This design comes from an exercise in tuning for small area, a short achievable clock period and few clock cycles per item on the open sky130 flow, not from production work. Where RTL was checked, it was by simulation tests only, not by an equivalence proof against the original.

==> inputs of pepper <==
==> flow/design.v <==
module se05x_tx_frame (
    input  wire        clk,
    input  wire        rst,             
    input  wire        msg_valid,
    output wire        msg_ready,
    input  wire [31:0] msg_data,
    output reg         out_valid,
    input  wire        out_ready,
    output reg  [31:0] out_data,
    output reg         out_last
);
    localparam [7:0] NAD_H2C = 8'h5A;
    function [15:0] f8;
        input [15:0] c;
        input [7:0]  b;
        reg   [7:0]  x;
        begin
            x  = c[7:0] ^ b;
            x  = x ^ {x[3:0], 4'b0000};
            f8 = {8'h00, c[15:8]} ^ {x, 8'h00} ^ {5'b00000, x, 3'b000} ^ {12'h000, x[7:4]};
        end
    endfunction
    localparam [15:0] CRC_NAD = f8(16'hFFFF, NAD_H2C);
    reg        busy;         
    reg        k_hdr;        
    reg        k_full;       
    reg        k_trl;        
    reg        k_tail;       
    reg        odd;          
    reg        tx_seq;       
    reg [15:0] rem;          
    reg        more;         
    reg        rz;           
    reg [5:0]  q;            
    reg [1:0]  r;            
    reg [15:0] crc;
    reg [7:0]  hb0, hb1, hb2, hb3, hb4;    
    reg        nw;           
    reg        rl;           
    reg        mr_a;         
    reg        mr_b;
    wire out_free = !out_valid || out_ready;
    wire [7:0] clen = more ? 8'd254 : rem[7:0];
    wire [7:0] pcb  = {1'b0, tx_seq, more, 5'b00000};
    wire [7:0] nb0 = msg_data[7:0];
    wire [7:0] w0 = k_hdr ? NAD_H2C : hb0;
    wire [7:0] w1 = k_hdr ? pcb     : hb1;
    wire [7:0] w2 = k_hdr ? clen    : hb2;
    wire [7:0] w3 = !odd  ? nb0 : k_hdr ? hb1 : hb3;
    wire [15:0] c1  = f8(crc, hb0);
    wire [15:0] c2  = f8(c1, hb1);
    wire [15:0] ch3 = f8(f8(CRC_NAD, pcb), clen);
    wire [15:0] c3  = k_hdr ? ch3 : f8(c2, hb2);
    wire [15:0] c4 = f8(c3, w3);
    reg [31:0] ow;
    always @(*) begin
        if (k_tail)
            ow = {24'h000000, ~crc[15:8]};
        else if (k_hdr)
            ow = {(rz ? ~c3[7:0] : w3), w2, w1, w0};
        else if (k_full)
            ow = {w3, w2, w1, w0};
        else
            case (r)
                2'd0:    ow = {16'h0000, ~crc[15:8], ~crc[7:0]};
                2'd1:    ow = {8'h00, ~c1[15:8], ~c1[7:0], w0};
                2'd2:    ow = {~c2[15:8], ~c2[7:0], w1, w0};
                default: ow = {~c3[7:0], w2, w1, w0};
            endcase
    end
    wire fend = k_tail || (k_trl && r != 2'd3);      
    wire go       = busy && out_free && (!nw || msg_valid);
    wire take_len = !busy || (out_free && rl);
    assign msg_ready = mr_a || (mr_b && out_ready);
    reg        busy_n, k_hdr_n, k_full_n, k_trl_n, k_tail_n, odd_n, rz_n, nw_n, rl_n;
    reg [1:0]  r_n;
    reg [5:0]  q_n;
    always @(*) begin
        busy_n = busy; k_hdr_n = k_hdr; k_full_n = k_full; k_trl_n = k_trl;
        k_tail_n = k_tail; odd_n = odd; rz_n = rz; r_n = r; q_n = q;
        nw_n = nw; rl_n = rl;
        if (go) begin
            if (fend) begin
                {k_hdr_n, k_full_n, k_trl_n, k_tail_n} = 4'b1000;
                odd_n = ~odd;
                if (rz) busy_n = 1'b0;
                nw_n = odd ? 1'b1 : (more || rem[7:2] != 6'd0 || rem[1:0] == 2'd3);
            end else if (k_hdr) begin
                rz_n = !more;
                r_n  = clen[1:0] - 2'd1;
                q_n  = (clen - 8'd1) >> 2;
                if (rz)
                    {k_hdr_n, k_full_n, k_trl_n, k_tail_n} = 4'b0001;
                else if (clen > 8'd4)
                    {k_hdr_n, k_full_n, k_trl_n, k_tail_n} = 4'b0100;
                else
                    {k_hdr_n, k_full_n, k_trl_n, k_tail_n} = 4'b0010;
                nw_n = odd ? (clen > 8'd6) : (clen > 8'd4);
            end else if (k_full) begin
                q_n = q - 6'd1;
                if (q == 6'd1)
                    {k_hdr_n, k_full_n, k_trl_n, k_tail_n} = 4'b0010;
                nw_n = (q != 6'd1) && (!odd || q != 6'd2 || r[1]);
            end else begin
                {k_hdr_n, k_full_n, k_trl_n, k_tail_n} = 4'b0001;
                nw_n = 1'b0;
            end
            rl_n = rz_n && !nw_n && (k_tail_n || (k_trl_n && r_n != 2'd3));
        end
        if (msg_valid && take_len) begin
            busy_n = 1'b1;
            {k_hdr_n, k_full_n, k_trl_n, k_tail_n} = 4'b1000;
            odd_n = 1'b0;
            rz_n  = (msg_data[15:0] == 16'h0000);
            nw_n  = !rz_n;
            rl_n  = 1'b0;
        end
    end
    always @(posedge clk) begin
        if (rst) begin
            busy      <= 1'b0;
            out_valid <= 1'b0;
            tx_seq    <= 1'b0;
        end else begin
            busy <= busy_n;
            if (out_valid && out_ready)
                out_valid <= 1'b0;
            if (go) begin
                out_valid <= 1'b1;
                if (fend)
                    tx_seq <= ~tx_seq;
            end
        end
        k_hdr  <= k_hdr_n;
        k_full <= k_full_n;
        k_trl  <= k_trl_n;
        k_tail <= k_tail_n;
        odd    <= odd_n;
        rz     <= rz_n;
        r      <= r_n;
        q      <= q_n;
        nw     <= nw_n;
        rl     <= rl_n;
        mr_a   <= rst || !busy_n || ((nw_n || rl_n) && !(go || (out_valid && !out_ready)));
        mr_b   <= nw_n || rl_n;
        if (go) begin
            out_data <= ow;
            out_last <= fend;
            crc      <= ((k_hdr && rz) || k_trl) ? c3 : c4;
            if (k_hdr) begin
                rem  <= rem - 16'd254;
                more <= (rem > 16'd508);
            end
            if (!odd) begin
                if (nw) begin
                    hb0 <= msg_data[15:8];
                    hb1 <= msg_data[23:16];
                    hb2 <= msg_data[31:24];
                end
            end else begin
                hb0 <= k_hdr ? hb2 : hb4;
                if (nw) begin
                    hb1 <= msg_data[7:0];
                    hb2 <= msg_data[15:8];
                    hb3 <= msg_data[23:16];
                    hb4 <= msg_data[31:24];
                end
            end
        end
        if (msg_valid && take_len) begin
            rem  <= msg_data[15:0];
            more <= (msg_data[15:0] > 16'd254);
        end
    end
endmodule
==> flow/flow/run.sh <==
#!/bin/bash
# The standard layout, with plain buffers (instead of the delay buffers
# buffer_ports picks by default) on the input and output ports.
set -euo pipefail
export BUFFER_PORTS_ARGS="-buffer_cell sky130_fd_sc_hd__buf_1"
bash standard.sh > standard.log 2>&1
==> flow/standard.sh <==
#!/bin/bash
# synth_recipe.tcl (not shown) runs the flow's synth.tcl, then flattens the netlist and writes it again
# the make line also repeats each setting of config.mk as NAME=value (left out here)
make -C /OpenROAD-flow-scripts/flow DESIGN_CONFIG=/design/flow/config.mk WORK_HOME=/design/flow/orfs CLKGATE_MAP_FILE= SYNTH_SCRIPT=/design/flow/synth_recipe.tcl "${@:-finish}"
==> flow/config.mk <==
export PLATFORM = sky130hd
export DESIGN_NAME = se05x_tx_frame
export DESIGN_NICKNAME = se05x_tx_frame
export VERILOG_FILES = /design/flow/design.v
export SDC_FILE = /design/flow/constraint.sdc
export NUM_CORES = 4
export LEC_CHECK = 0
export CAP_MARGIN = 20
export CORE_MARGIN = 2
export CORE_UTILIZATION = 40
export SETUP_SLACK_MARGIN = 4.3
export SLEW_MARGIN = 20
==> flow/constraint.sdc <==
create_clock -name core_clock -period 8.0 [get_ports {clk}]
set_input_delay 1.6000 -clock core_clock [delete_from_list [all_inputs] [get_ports {clk}]]
set_output_delay 1.6000 -clock core_clock [all_outputs]
set_load 0.01 [all_outputs]
==> inputs of ember, as changes to pepper <==
==> flow/design.v, changed modules only <==
module se05x_tx_frame (
    input  wire        clk,
    input  wire        rst,             
    input  wire        msg_valid,
    output wire        msg_ready,
    input  wire [31:0] msg_data,
    output reg         out_valid,
    input  wire        out_ready,
    output reg  [31:0] out_data,
    output reg         out_last
);
    localparam [7:0] NAD_H2C = 8'h5A;
    function [15:0] f8;
        input [15:0] c;
        input [7:0]  b;
        reg   [7:0]  x;
        begin
            x  = c[7:0] ^ b;
            x  = x ^ {x[3:0], 4'b0000};
            f8 = {8'h00, c[15:8]} ^ {x, 8'h00} ^ {5'b00000, x, 3'b000} ^ {12'h000, x[7:4]};
        end
    endfunction
    localparam [15:0] CRC_NAD = f8(16'hFFFF, NAD_H2C);
    reg        busy;         
    reg        k_hdr;        
    reg        m_full;       
    reg        m_trl;        
    reg        m_tail;       
    reg        odd;          
    reg        tx_seq;       
    reg [15:0] rem;          
    reg        more;         
    reg        rz;           
    reg [5:0]  q;            
    reg [1:0]  r;            
    reg [15:0] crc;
    reg [7:0]  hb0, hb1, hb2, hb3, hb4;    
    reg        nw;           
    reg        rl;           
    reg        mr_a;         
    reg        mr_b;
    wire out_free = !out_valid || out_ready;
    wire [7:0] clen = more ? 8'd254 : rem[7:0];
    wire [15:0] mlen  = msg_data[15:0];
    wire        mmore = (mlen > 16'd254);
    wire [7:0]  mclen = mmore ? 8'd254 : mlen[7:0];
    wire [7:0] nb0 = msg_data[7:0];
    wire [7:0] w3  = odd ? hb3 : nb0;
    wire [15:0] c1 = f8(crc, hb0);
    wire [15:0] c2 = f8(c1, hb1);
    wire [15:0] c3 = f8(c2, hb2);
    wire [15:0] c4 = f8(c3, w3);
    reg [31:0] ow;
    always @(*) begin
        if (m_tail)
            ow = {24'h000000, ~crc[15:8]};
        else if (m_full)
            ow = {w3, hb2, hb1, hb0};
        else
            case (r)
                2'd0:    ow = {16'h0000, ~crc[15:8], ~crc[7:0]};
                2'd1:    ow = {8'h00, ~c1[15:8], ~c1[7:0], hb0};
                2'd2:    ow = {~c2[15:8], ~c2[7:0], hb1, hb0};
                default: ow = {~c3[7:0], hb2, hb1, hb0};
            endcase
    end
    wire fend = m_tail || (m_trl && r != 2'd3);      
    wire go       = busy && out_free && (!nw || msg_valid);
    wire take_len = !busy || (out_free && rl);
    assign msg_ready = mr_a || (mr_b && out_ready);
    wire seq_n = tx_seq ^ (go && fend);
    reg        busy_n, k_hdr_n, m_full_n, m_trl_n, m_tail_n, odd_n, rz_n, nw_n, rl_n;
    reg [1:0]  r_n;
    reg [5:0]  q_n;
    always @(*) begin
        busy_n = busy; k_hdr_n = k_hdr; m_full_n = m_full; m_trl_n = m_trl;
        m_tail_n = m_tail; odd_n = odd; rz_n = rz; r_n = r; q_n = q;
        nw_n = nw; rl_n = rl;
        if (go) begin
            k_hdr_n = 1'b0;
            if (fend) begin
                k_hdr_n = 1'b1;
                {m_full_n, m_trl_n, m_tail_n} = 3'b100;
                odd_n = ~odd;
                if (rz) busy_n = 1'b0;
                nw_n = odd ? 1'b1 : (more || rem[7:2] != 6'd0 || rem[1:0] == 2'd3);
            end else if (k_hdr) begin
                rz_n = !more;
                r_n  = hb2[1:0] - 2'd1;
                q_n  = (hb2 - 8'd1) >> 2;
                if (rz)
                    {m_full_n, m_trl_n, m_tail_n} = 3'b001;
                else if (hb2 > 8'd4)
                    {m_full_n, m_trl_n, m_tail_n} = 3'b100;
                else
                    {m_full_n, m_trl_n, m_tail_n} = 3'b010;
                nw_n = !rz && (odd ? (hb2 > 8'd6) : (hb2 > 8'd4));
            end else if (m_full) begin
                q_n = q - 6'd1;
                if (q == 6'd1)
                    {m_full_n, m_trl_n, m_tail_n} = 3'b010;
                nw_n = (q != 6'd1) && (!odd || q != 6'd2 || r[1]);
            end else begin
                {m_full_n, m_trl_n, m_tail_n} = 3'b001;
                nw_n = 1'b0;
            end
            rl_n = rz_n && !nw_n && (m_tail_n || (m_trl_n && r_n != 2'd3));
        end
        if (msg_valid && take_len) begin
            busy_n  = 1'b1;
            k_hdr_n = 1'b1;
            odd_n   = 1'b0;
            rz_n    = (mlen == 16'h0000);
            {m_full_n, m_trl_n, m_tail_n} = {!rz_n, rz_n, 1'b0};
            r_n     = 2'd3;
            nw_n    = !rz_n;
            rl_n    = 1'b0;
        end
    end
    always @(posedge clk) begin
        if (rst) begin
            busy      <= 1'b0;
            out_valid <= 1'b0;
            tx_seq    <= 1'b0;
        end else begin
            busy <= busy_n;
            if (out_valid && out_ready)
                out_valid <= 1'b0;
            if (go) begin
                out_valid <= 1'b1;
                if (fend)
                    tx_seq <= ~tx_seq;
            end
        end
        k_hdr  <= k_hdr_n;
        m_full <= m_full_n;
        m_trl  <= m_trl_n;
        m_tail <= m_tail_n;
        odd    <= odd_n;
        rz     <= rz_n;
        r      <= r_n;
        q      <= q_n;
        nw     <= nw_n;
        rl     <= rl_n;
        mr_a   <= rst || !busy_n || ((nw_n || rl_n) && !(go || (out_valid && !out_ready)));
        mr_b   <= nw_n || rl_n;
        if (go) begin
            out_data <= ow;
            out_last <= fend;
            if (fend)
                crc <= 16'hFFFF;
            else if (m_trl)
                crc <= c3;
            else
                crc <= c4;
            if (k_hdr) begin
                rem  <= rem - 16'd254;
                more <= (rem > 16'd508);
            end
            if (fend) begin
                hb0 <= NAD_H2C;
                hb1 <= {1'b0, ~tx_seq, more, 5'b00000};
                hb2 <= clen;
                if (!odd) begin
                    hb3 <= hb1;
                    hb4 <= hb2;
                end
            end else if (!odd) begin
                if (nw) begin
                    hb0 <= msg_data[15:8];
                    hb1 <= msg_data[23:16];
                    hb2 <= msg_data[31:24];
                end
            end else begin
                hb0 <= hb4;
                if (nw) begin
                    hb1 <= msg_data[7:0];
                    hb2 <= msg_data[15:8];
                    hb3 <= msg_data[23:16];
                    hb4 <= msg_data[31:24];
                end
            end
        end
        if (msg_valid && take_len) begin
            rem  <= mlen;
            more <= mmore;
            crc  <= 16'hFFFF;
            hb0  <= NAD_H2C;
            hb1  <= {1'b0, seq_n, mmore, 5'b00000};
            hb2  <= mclen;
        end
    end
endmodule
==> flow/flow/run.sh (replaced) <==
#!/bin/bash
# The standard layout, with plain buffers (instead of the delay buffers
# buffer_ports picks by default) on the input and output ports, and a clock
# tree of smaller buffers without dummy loads.
set -euo pipefail
export BUFFER_PORTS_ARGS="-buffer_cell sky130_fd_sc_hd__buf_1"
export CTS_ARGS="-sink_clustering_enable -repair_clock_nets -dont_use_dummy_load -buf_list {sky130_fd_sc_hd__clkbuf_4} -sink_clustering_size 30 -sink_clustering_max_diameter 100"
bash standard.sh > standard.log 2>&1
Settings changed: CAP_MARGIN 20 to 10, CORE_UTILIZATION 40 to 65, SETUP_SLACK_MARGIN 4.3 to 4.55, SLEW_MARGIN 20 to 10, TNS_END_PERCENT set to 5.
==> qor summary <==
	pepper	ember
Slew @ Worst Pin	985 ps	985 ps
Maximum fanout along the worst path	6	2
Hold path startpoint	k_tail$_SDFFE_PP0P_	rl$_DFF_P_
Detailed-route wire length per cell	20.9 microns	20.5 microns
Total inserted antenna cells	0	1
Arrival time of data at the critical path endpoint	3770 ps	1940 ps
Result of the run	finished clean	finished clean
Hold-critical path endpoint	k_tail$_SDFFE_PP0P_	rl$_DFF_P_
Final-stage net count	905	925
Count of placed standard cells in the final layout, fillers left out	1147	1029
Crit path depth	10	3
EDFF count, synth	115	85
Number of library cell types mapped by synthesis	49	58
Required time of the worst setup path	8170 ps	6400 ps
Testbench counts of ember, summed over its fixed seeds: cycles 45,408, messages 960.
For pepper, only the layout was checked, not whether the RTL still works.

port drivers added, routing unchanged:
In the flow no input, the clock included, has a driving cell. The finished layouts below were timed again as built, in two steps.
Step 1: set_driving_cell puts a clkbuf_16 on clk and a buf_2 on each other input, an assumption about the parent block.
Step 2 times the ports against the registers' clock, not the clock port: input delays grow and output delays shrink by t, the midpoint of the rising clock arrivals with the driver on.
a / b / c = ideal ports / drivers / drivers and shift; a / b = the first two.
| run | t (ns) | slack for setup (ns) | latest minus earliest clock arrival (ns) | cell pins on the clock port's net |
|---|---|---|---|---|
| pepper | 0.475 | 4.403 / 4.403 / 4.140 | 0.011 / 0.011 | 1 |
| ember | 0.605 | 4.461 / 4.440 / 3.991 | 0.029 / 0.029 | 1 |
After both steps setup and hold are still met in every run listed. The setup slack of ember, which loses most, moves by -0.021 ns with the drivers and by -0.470 ns with both steps.
